Background: an optimization exercise with open tools, aiming at small area, a short achievable clock period and few clock cycles. Do not read the settings as production practice.
Function not checked in this run: the RTL went through the layout flow alone.
Power figures rest on the tool's default switching activity, not on a simulated workload.

### config.mk
export PLATFORM = sky130hd
export DESIGN_NAME = sdio_spi_engine
export DESIGN_NICKNAME = sdio_spi_engine
export VERILOG_FILES = /design/flow/design.v
export SDC_FILE = /design/flow/constraint.sdc
export NUM_CORES = 4
export LEC_CHECK = 0
export CAP_MARGIN = 20
export CORE_MARGIN = 2
export CORE_UTILIZATION = 40
export SETUP_SLACK_MARGIN = 2.6
export SLEW_MARGIN = 20
### run.sh
#!/bin/bash
# synth_recipe.tcl (not shown) runs the flow's synth.tcl, then flattens the netlist and writes it again
# the make line also repeats each setting of config.mk as NAME=value (left out here)
make -C /OpenROAD-flow-scripts/flow DESIGN_CONFIG=/design/flow/config.mk WORK_HOME=/design/flow/orfs CLKGATE_MAP_FILE= SYNTH_SCRIPT=/design/flow/synth_recipe.tcl finish
### design.v
module sdio_spi_engine (
    input  wire        clk,
    input  wire        rst,             
    input  wire        op_valid,
    output wire        op_ready,
    input  wire [7:0]  op_sel,          
    input  wire [7:0]  op_index,
    input  wire [31:0] op_arg,
    input  wire [16:0] op_count,
    input  wire [9:0]  op_block_size,
    input  wire        op_mode,
    input  wire [1:0]  op_fn,
    input  wire [2:0]  op_width,
    output wire        res_valid,
    output wire [3:0]  res_code,
    output wire [7:0]  res_status,
    output wire [7:0]  res_stuff,
    output wire        ev_valid,
    output wire [2:0]  ev_kind,
    output reg  [7:0]  ev_tx,
    input  wire        ev_ready,
    input  wire [7:0]  ev_rx,
    input  wire        wd_valid,
    output wire        wd_ready,
    input  wire [7:0]  wd_data,
    output reg         rd_valid,
    output wire [7:0]  rd_data
);
    function [6:0] crc7_byte(input [6:0] acc, input [7:0] b);
        integer k;
        reg [6:0] r;
        reg fb;
        begin
            r = acc;
            for (k = 7; k >= 0; k = k - 1) begin
                fb = b[k] ^ r[6];
                r  = {r[5:0], 1'b0};
                if (fb) r = r ^ 7'h09;
            end
            crc7_byte = r;
        end
    endfunction
    function [15:0] crc16_byte(input [15:0] acc, input [7:0] b);
        integer k;
        reg [15:0] r;
        begin
            r = acc ^ {b, 8'h00};
            for (k = 0; k < 8; k = k + 1) begin
                if (r[15]) r = {r[14:0], 1'b0} ^ 16'h1021;
                else       r = {r[14:0], 1'b0};
            end
            crc16_byte = r;
        end
    endfunction
    localparam [5:0] S_CS1   = {3'd0, 3'd0},    
                     S_CS0   = {3'd0, 3'd1},    
                     S_CTX   = {3'd0, 3'd2},    
                     S_PTOK  = {3'd1, 3'd2},    
                     S_PDAT  = {3'd2, 3'd2},    
                     S_PCRC  = {3'd3, 3'd2},    
                     S_PSTOP = {3'd4, 3'd2},    
                     S_RDY   = {3'd0, 3'd3},    
                     S_RESP  = {3'd1, 3'd3},    
                     S_STUFF = {3'd2, 3'd3},    
                     S_GTOK  = {3'd3, 3'd3},    
                     S_GPAY  = {3'd4, 3'd3},    
                     S_GCRC  = {3'd5, 3'd3},    
                     S_DRT   = {3'd6, 3'd3},    
                     S_FIN   = {3'd7, 3'd3},    
                     S_CRIT1 = {3'd0, 3'd4},
                     S_CRIT0 = {3'd0, 3'd5},
                     S_IDLE  = {3'd0, 3'd6},
                     S_PWAIT = {3'd1, 3'd6},    
                     S_FAULT = {3'd0, 3'd7},    
                     S_DONE  = {3'd1, 3'd7};    
    localparam [2:0] R_SUCCESS       = 3'd0,
                     R_UNSPECIFIED   = 3'd1,
                     R_NOT_READY     = 3'd2,
                     R_INV_RESP      = 3'd3,
                     R_INV_RESP_DATA = 3'd4,
                     R_INV_CRC       = 3'd5,
                     R_TIMEOUT       = 3'd6;
    localparam [1:0] T_CMD = 2'd0, T_SET = 2'd1, T_GET = 2'd2, T_PUT = 2'd3;
    reg [5:0]  state;
    reg [1:0]  optype;
    reg [2:0]  idx;        
    reg [1:0]  step;       
    reg [2:0]  res;
    reg [9:0]  cnt;        
    reg [15:0] crc;        
    reg [31:0] u;
    reg [7:0]  wbuf;       
    reg        wfull;
    wire acc = ev_valid & ev_ready;
    wire rx_ff = (ev_rx == 8'hFF);
    wire cnt1  = (cnt == 10'd1);
    wire [16:0] rem = u[16:0];
    wire rem1 = (rem == 17'd1);
    wire rem0 = (rem == 17'd0);
    function [16:0] dec17(input [16:0] a);
        integer i;
        reg bw;
        begin
            bw = 1'b1;
            for (i = 0; i < 17; i = i + 1) begin
                dec17[i] = a[i] ^ bw;
                bw = bw & ~a[i];
            end
        end
    endfunction
    function [9:0] dec10(input [9:0] a);
        integer i;
        reg bw;
        begin
            bw = 1'b1;
            for (i = 0; i < 10; i = i + 1) begin
                dec10[i] = a[i] ^ bw;
                bw = bw & ~a[i];
            end
        end
    endfunction
    wire [16:0] rem_dec = dec17(rem);
    wire [9:0]  cnt_dec = dec10(cnt);
    wire is63 = idx[1];
    wire is53 = idx[0] & ~idx[1];
    assign ev_valid = ~(state[2] & state[1]);
    assign ev_kind  = state[2:0];
    assign op_ready = (state == S_IDLE);
    assign res_valid = (state[2:0] == 3'd7);
    assign res_code  = state[3] ? {1'b0, res} : 4'd8;
    assign res_status = u[15:8];
    assign res_stuff  = u[7:0];
    assign rd_data   = ev_tx;      
    wire cnt0  = (cnt == 10'd0);
    wire pdata = (state == S_PTOK) | (state == S_PDAT) | (state == S_PWAIT);
    assign wd_ready  = pdata & ~wfull & ~cnt0;
    wire take = wd_valid & wd_ready;
    wire [5:0] ix = op_index[5:0];
    wire idx_ok   = (op_index[7:6] == 2'b00) &&
                    ((ix == 6'd0) || (ix[5:1] == 5'b11010) || (ix == 6'd63));
    wire bs_ok    = op_block_size[9] == (op_block_size[8:0] == 9'd0);
    wire width_ok = (op_width == 3'd1) || (op_width == 3'd2) || (op_width == 3'd4);
    wire fn_ok    = op_fn[1] ^ op_fn[0];
    wire cnt_nz   = (op_count != 17'd0);
    wire cnt_le512 = (op_count[16:10] == 7'd0) && (!op_count[9] || op_count[8:0] == 9'd0);
    wire put_ok   = cnt_nz && (op_mode ? bs_ok : cnt_le512);
    wire [7:0] fb0 = {2'b01, idx[2], idx[2], idx[1], idx[2], idx[1], idx[0]};
    wire is_set = (optype == T_SET);
    wire [1:0] aw_fn   = u[3:2];
    wire [1:0] aw_code = u[1:0];
    wire [7:0] fb1 = is_set ? {1'b1, aw_fn, 5'b00010} : u[31:24];
    wire [7:0] fb2 = is_set ? 8'h00 : u[23:16];
    wire [7:0] fb3 = is_set ? {5'b00000, step, 1'b0} : u[15:8];
    wire [7:0] fb4 = is_set ? ((step == 2'd0) ? u[23:16] :
                               (step == 2'd1) ? u[31:24] : {6'd0, aw_code}) : u[7:0];
    wire [6:0] crc7_nx = crc7_byte(crc[6:0], ev_tx);
    wire [7:0] fb5 = is63 ? 8'hFF : {crc7_nx, 1'b1};
    wire [15:0] crc16_nx = crc16_byte(crc, ev_tx);
    wire [2:0] drt_res = (ev_rx == 8'hE5) ? R_SUCCESS :
                         (ev_rx == 8'hEB || ev_rx == 8'hED) ? R_INV_RESP :
                         rx_ff ? R_TIMEOUT : R_UNSPECIFIED;
    always @(posedge clk) begin
        rd_valid <= ~rst & (state == S_GPAY) & ev_ready;
        if (rst) begin
            state <= S_IDLE;
        end else begin
            case (state)
            S_IDLE: begin
                if (op_valid) begin
                    res  <= R_SUCCESS;
                    step <= 2'd0;
                    u    <= op_arg;
                    case (op_sel)
                        8'h10: begin
                            optype <= T_CMD;
                            idx    <= {op_index[4], op_index[3], op_index[0]};
                            state  <= idx_ok ? S_CS1 : S_FAULT;
                        end
                        8'h30: begin
                            optype <= T_SET;
                            idx    <= 3'b100;
                            u[3:0] <= {op_fn, op_width[2], op_width[1]};
                            state  <= (width_ok && fn_ok) ? S_CS1 : S_FAULT;
                        end
                        8'h20: begin
                            optype    <= T_GET;
                            u[16:0]   <= op_count;
                            u[26:17]  <= op_block_size;
                            state     <= bs_ok ? S_CS1 : S_FAULT;
                        end
                        8'h21: begin
                            optype    <= T_PUT;
                            u[16:0]   <= op_mode ? op_count : 17'd1;
                            u[26:17]  <= op_mode ? op_block_size : op_count[9:0];
                            u[27]     <= op_mode && (op_count[16:1] != 16'd0);
                            state     <= put_ok ? S_CS1 : S_FAULT;
                        end
                        default: state <= S_FAULT;
                    endcase
                end
            end
            S_FAULT, S_DONE: state <= S_IDLE;
            S_CS1: if (ev_ready) begin
                cnt <= 10'd200;
                if (optype == T_GET) begin
                    state <= rem0 ? S_CS0 : S_GTOK;
                end else if (optype == T_CMD && is63) begin
                    ev_tx <= fb0;
                    cnt   <= 10'd6;
                    state <= S_CTX;
                end else begin
                    state <= S_RDY;
                end
            end
            S_RDY: begin
                crc <= 16'h0000;
                ev_tx <= (optype == T_PUT) ? (u[27] ? 8'hFC : 8'hFE) : fb0;
                if (ev_ready) begin
                    if (rx_ff) begin
                        cnt   <= (optype == T_PUT) ? u[26:17] : 10'd6;
                        wfull <= 1'b0;
                        state <= (optype == T_PUT) ? S_PTOK : S_CTX;
                    end else if (cnt1) begin
                        res   <= R_NOT_READY;
                        cnt   <= 10'd255;
                        state <= (optype == T_PUT) ? S_FIN : S_CS0;
                    end else begin
                        cnt <= cnt_dec;
                    end
                end
            end
            S_CTX: if (ev_ready) begin
                crc[6:0] <= crc7_nx;
                cnt      <= cnt_dec;
                case (cnt[2:0])
                    3'd6:    ev_tx <= fb1;
                    3'd5:    ev_tx <= fb2;
                    3'd4:    ev_tx <= fb3;
                    3'd3:    ev_tx <= fb4;
                    default: ev_tx <= fb5;
                endcase
                if (cnt1) begin
                    cnt   <= 10'd200;
                    state <= S_RESP;
                end
            end
            S_RESP: if (ev_ready) begin
                u[15:8] <= ev_rx;
                res     <= (ev_rx != 8'h00) ? R_INV_RESP : R_SUCCESS;
                cnt     <= cnt_dec;
                if (!rx_ff || cnt1) state <= S_STUFF;
            end
            S_STUFF: if (ev_ready) begin
                if (!is_set) u[7:0] <= ev_rx;
                if (res == R_SUCCESS && is53 && ev_rx != 8'h00)
                    res <= R_INV_RESP_DATA;
                state <= S_CS0;
            end
            S_CS0: if (ev_ready) begin
                if (is_set && step != 2'd2 && res == R_SUCCESS) begin
                    step  <= step + 2'd1;
                    state <= S_CS1;
                end else begin
                    state <= S_DONE;
                end
            end
            S_GTOK: begin
                crc <= 16'hFE00;
                if (ev_ready) begin
                    ev_tx <= ev_rx;
                    cnt <= cnt_dec;
                    if (ev_rx == 8'hFE) begin
                        cnt   <= u[26:17];
                        state <= S_GPAY;
                    end else if (cnt1) begin
                        res   <= R_TIMEOUT;
                        state <= S_CS0;
                    end
                end
            end
            S_GPAY: if (ev_ready) begin
                crc     <= crc16_nx;
                ev_tx   <= ev_rx;
                u[16:0] <= rem_dec;
                cnt     <= cnt_dec;
                if (cnt1 || rem1) begin
                    cnt   <= 10'd2;
                    state <= S_GCRC;
                end
            end
            S_GCRC: if (ev_ready) begin
                crc   <= crc16_nx;
                ev_tx <= ev_rx;
                cnt   <= cnt_dec;
                if (cnt1) begin
                    if ({ev_tx, ev_rx} != crc) begin
                        res   <= R_INV_CRC;
                        state <= S_CS0;
                    end else if (rem0) begin
                        state <= S_CS0;
                    end else begin
                        cnt   <= 10'd200;
                        state <= S_GTOK;
                    end
                end
            end
            S_PTOK, S_PWAIT, S_PDAT: begin
                if (take) cnt <= cnt_dec;
                if (state == S_PWAIT) begin
                    if (take) begin
                        ev_tx <= wd_data;
                        state <= S_PDAT;
                    end
                end else if (ev_ready) begin
                    if (state == S_PDAT) crc <= crc16_nx;
                    state <= S_PDAT;
                    if (wfull) begin
                        ev_tx <= wbuf;
                        wfull <= 1'b0;
                    end else if (take) begin
                        ev_tx <= wd_data;
                    end else if (cnt0 && state == S_PDAT) begin
                        ev_tx <= crc16_nx[15:8];
                        cnt   <= 10'd2;
                        state <= S_PCRC;
                    end else begin
                        state <= S_PWAIT;
                    end
                end else if (take) begin
                    wbuf  <= wd_data;
                    wfull <= 1'b1;
                end
            end
            S_PCRC: if (ev_ready) begin
                ev_tx <= crc[7:0];
                cnt   <= cnt_dec;
                if (cnt1) state <= S_CRIT1;
            end
            S_CRIT1: if (ev_ready) begin
                cnt   <= 10'd4;
                state <= S_DRT;
            end
            S_DRT: if (ev_ready) begin
                cnt <= cnt_dec;
                if (!rx_ff || cnt1) begin
                    res   <= drt_res;
                    state <= S_CRIT0;
                end
            end
            S_CRIT0: if (ev_ready) begin
                cnt <= 10'd255;
                ev_tx <= 8'hFD;
                if (res != R_SUCCESS) begin
                    state <= S_FIN;
                end else if (rem1) begin
                    state <= u[27] ? S_PSTOP : S_FIN;
                end else begin
                    u[16:0] <= rem_dec;
                    cnt     <= 10'd200;
                    state   <= S_RDY;
                end
            end
            S_PSTOP: if (ev_ready) begin
                cnt   <= 10'd255;
                state <= S_FIN;
            end
            S_FIN: if (ev_ready) begin
                cnt <= cnt_dec;
                if (rx_ff || cnt1) state <= S_CS0;
            end
            default: state <= S_IDLE;
            endcase
        end
    end
endmodule
### constraint.sdc
create_clock -name core_clock -period 5.0 [get_ports {clk}]
set_input_delay 1.0000 -clock core_clock [delete_from_list [all_inputs] [get_ports {clk}]]
set_output_delay 1.0000 -clock core_clock [all_outputs]
set_load 0.01 [all_outputs]
==> notes.md <==
-- cell families after synthesis --
group,synth area share
AND/OR/NAND/NOR,0.243
AO/OA/AOI/OAI,0.231
buffers and inverters,0.0731
flip-flops,0.333
XOR/XNOR,0.0575
adder cells (fa/ha/maj),0.0480
multiplexers,0.0149
-- flip-flops by register name, indices dropped and copies added, names as in the netlist --
signal	count
u	32
crc	16
cnt	10
ev_tx	8
wbuf	8
state	6
idx	3
res	3
optype	2
step	2
rd_valid	1
wfull	1
-- worst reg2reg max path, cell delays in order (launching register included) --
cell and delay [ps]:
edfxtp_1 370, inv_2 60, ha_4 170, ha_4 160
ha_4 160, ha_4 160, ha_4 160, ha_4 160
ha_4 150, ha_4 150, ha_4 150, ha_4 150
ha_4 160, ha_4 150, ha_4 160, ha_4 160
ha_4 240, nor2_1 30, a221o_1 250
-- Yosys cell counts, drive strengths merged (4+ instances only) --
cell,instances,share of area
dfxtp,7,0.017
a31oi,10,0.0077
a211oi,8,0.0090
xor2,24,0.026
a311oi,5,0.0054
a22o,5,0.0054
a21o,7,0.0065
nor3,21,0.014
edfxtp,85,0.32
or3,4,0.0031
a21oi,50,0.031
a22oi,10,0.0093
and3,8,0.0062
o21a,6,0.0056
o31ai,4,0.0037
xnor2,29,0.031
o21ai,68,0.042
nor3b,11,0.011
ha,31,0.048
nand2,103,0.048
o221ai,7,0.0076
a221o,20,0.025
nor2b,17,0.013
a221oi,11,0.012
nand3,46,0.028
o32a,4,0.0050
nor2,88,0.041
mux2i,12,0.015
or2,6,0.0046
o22ai,10,0.0077
clkbuf,51,0.024
buf,37,0.031
and2,18,0.014
nor4,21,0.018
nand2b,11,0.0085
o32ai,5,0.0054
nand4,11,0.010
inv,37,0.017
o211ai,15,0.014
-- report_power, final --
part           leakage, nW  internal (W)  switching (W)
clock network        0.141      0.000355       0.000363
registers            0.843       0.00114       0.000178
logic                 4.11       0.00176        0.00219
-- worst paths after layout --
| path | startpoint | to | cells past startpoint |
|---|---|---|---|
| max | u[1] | u[15] | 18 |
| min | step[0] | step[0] | 1 |
| max reg2reg | u[1] | u[15] | 18 |
| min reg2reg | step[0] | step[0] | 1 |
-- what timing repair did --
action | in CTS | in global routing
setup buffers | 105 | 55
pin swaps | 49 | 66
setup endpoints to repair | 184 | 123
resized for setup | 269 | 171
cloned | 5 | 4
-- metal layers --
metal,part of all wire,routed length (um),track usage,vias to the layer above
met4,0.059,2070,0.150,0
met2,0.46,16200,0.501,642
met3,0.099,3470,0.0622,162
met1,0.38,13300,0.392,4414
met5,0,0,0,-
li1,-,-,-,4138
-- through the flow --
step | setup slack, ps | total power (W)
floorplan | 1640 | 0.00321
global placement | 1250 | 0.00408
detailed placement | 1230 | 0.00408
CTS | 1600 | 0.00551
global route | 1530 | 0.00625
finish | 1590 | 0.00599
-- cell type report --
type / count / share of cell area
flip-flops and latches: 92 / 0.209
multi-input cells: 754 / 0.482
inverters: 39 / 0.0121
repair buffers: 327 / 0.248
well taps: 265 / 0.0255
clock buffers: 9 / 0.0174
clock inverters: 7 / 0.00607
==> impl_metrics.env <==
export IMPL_outcome="no timing/DRC/antenna violations"
export IMPL_r2r_slack_ps=1590
export IMPL_nets=1356
export IMPL_clock_sinks=92
export IMPL_rows=51
export IMPL_syn_num_nets=1102
export IMPL_dr_pass1_iters=6
export IMPL_yosysUniqueCellTypes=78
export IMPL_design_area_um2=13000
export IMPL_clockBufferDepth=2
export IMPL_p_leak_nw=5.10
export IMPL_synth_cells=969
export IMPL_fp_dieW_um=146
export IMPL_portBuffers=145
export IMPL_setup_tns_ps=0
export IMPL_root_buffer="clkbuf_16"
export IMPL_slowest_stage="edfxtp_1"
export IMPL_drtIter0Drc=1073
export IMPL_wl_per_cell_um=23.5
export IMPL_dp_cells=1308
export IMPL_syn_area_per_cell_um2=8.34
export IMPL_ys_seq_elements=92
export IMPL_vias=9356
export IMPL_synthFlopType="edfxtp_1"
export IMPL_power_density_nw_per_um2=461
export IMPL_mostFrequentLayoutCell="buf_4"
export IMPL_fin_skew_ps=18.9
export IMPL_utilization=0.660
export IMPL_initial_utilization=0.411
export IMPL_fillers=1620
export IMPL_maxCapViolations=0
export IMPL_yosysWarnings=1
export IMPL_cp_buffers_inverters=1
export IMPL_drc_errors=0
export IMPL_grt_pass1_vias=8868
export IMPL_place_congestion=0.929
export IMPL_yosysSeqAreaShare=0.333
export IMPL_final_setup_viol_count=0
export IMPL_final_cells=1493
export IMPL_dp_hpwl_um=23500
export IMPL_insertion_delay_ps=370
export IMPL_path_cells="inv_2, ha_4, ha_4, ha_4, ha_4, ha_4, ha_4, ha_4, ha_4, ha_4, ha_4, ha_4, ha_4, ha_4, ha_4, ha_4, nor2_1, a221o_1"
export IMPL_critPathLaunchType="register"
export IMPL_cpPeakStageDelay_ps=370
export IMPL_antenna_found_initial=0
export IMPL_wl_um=35000
export IMPL_tightest_slew_ps=941
export IMPL_layout_common_cells="128 x buf_4, 92 x clkdlybuf4s50_1, 85 x edfxtp_1"
export IMPL_min_period_over_period=0.682
export IMPL_maxSlewHeadroom=0.369
export IMPL_drive_above_1_share=0.352
export IMPL_cts_buffers=9
export IMPL_cts_hold_buffers_added=0
export IMPL_io_pins=146
export IMPL_die_h_um=146
export IMPL_synth_edff_count=85
export IMPL_fmax_mhz=293
export IMPL_worst_path_max_fanout=2
export IMPL_overflow=0
export IMPL_h_tree_depth=3
export IMPL_path_class="register to register"
export IMPL_die_area_um2=21300
export IMPL_netlist_area_um2=8080
export IMPL_min_path_type="register to register"
export IMPL_min_period_ps=3410
export IMPL_antenna_left=0
export IMPL_regArea_um2=2710
export IMPL_core_area_um2=19700
export IMPL_via_per_inst=6.27
export IMPL_crit_path_frequent_cell="ha_4"
export IMPL_crit_arrival_ps=3540
export IMPL_multi_input_comb_area_um2=6260
export IMPL_cts_tree="yes"
export IMPL_place_area_um2=9940
export IMPL_path_clk_slew_ps=80
export IMPL_grt_usage=0.308
export IMPL_drv_slew=0
export IMPL_path_delay_family="adder cells"
export IMPL_grt_pass1_wl_um=51100
export IMPL_whs_ps=638
export IMPL_async_reset_ff_frac=0
export IMPL_areaGrowthSynthToFinish_pct=60.7
export IMPL_rsz0062_at_grt="true"
export IMPL_ir_drop_mv=0.235
export IMPL_finalHoldViolations=0
export IMPL_end_kind="register"
export IMPL_num_antenna_cells=0
export IMPL_required_ps=5130
export IMPL_grt_max_degree=33

[separate check: timing with driven ports]
No port has a modelled driver above. Below, the same layout with a new extraction and two added sets of constraints.
Step 1 (the two cells are an assumption about what drives the block):
set clk [get_ports {clk}]
set_driving_cell -lib_cell sky130_fd_sc_hd__clkbuf_16 $clk
set_driving_cell -lib_cell sky130_fd_sc_hd__buf_2 [delete_from_list [all_inputs] $clk]
Step 2 moves the port delays by t, midway between the first and last clock arrival at a register: inputs arrive t later, outputs are due t later. That takes back most of the time a late clock gives input paths.
Three values: ideal, step 1, step 2; two values: the first two.
shift t [ns]: 0.402
slack for setup (ns): 1.589 / 1.589 / 1.567
latest minus earliest clock arrival (ns): 0.019 / 0.019
worst register clock-pin slew, ns: 0.08 / 0.08
cell pins on the clock port's net: 1
After both steps this run still meets setup and hold. The setup slack of this run moves by 0.000 ns with the drivers and by -0.022 ns with both steps.
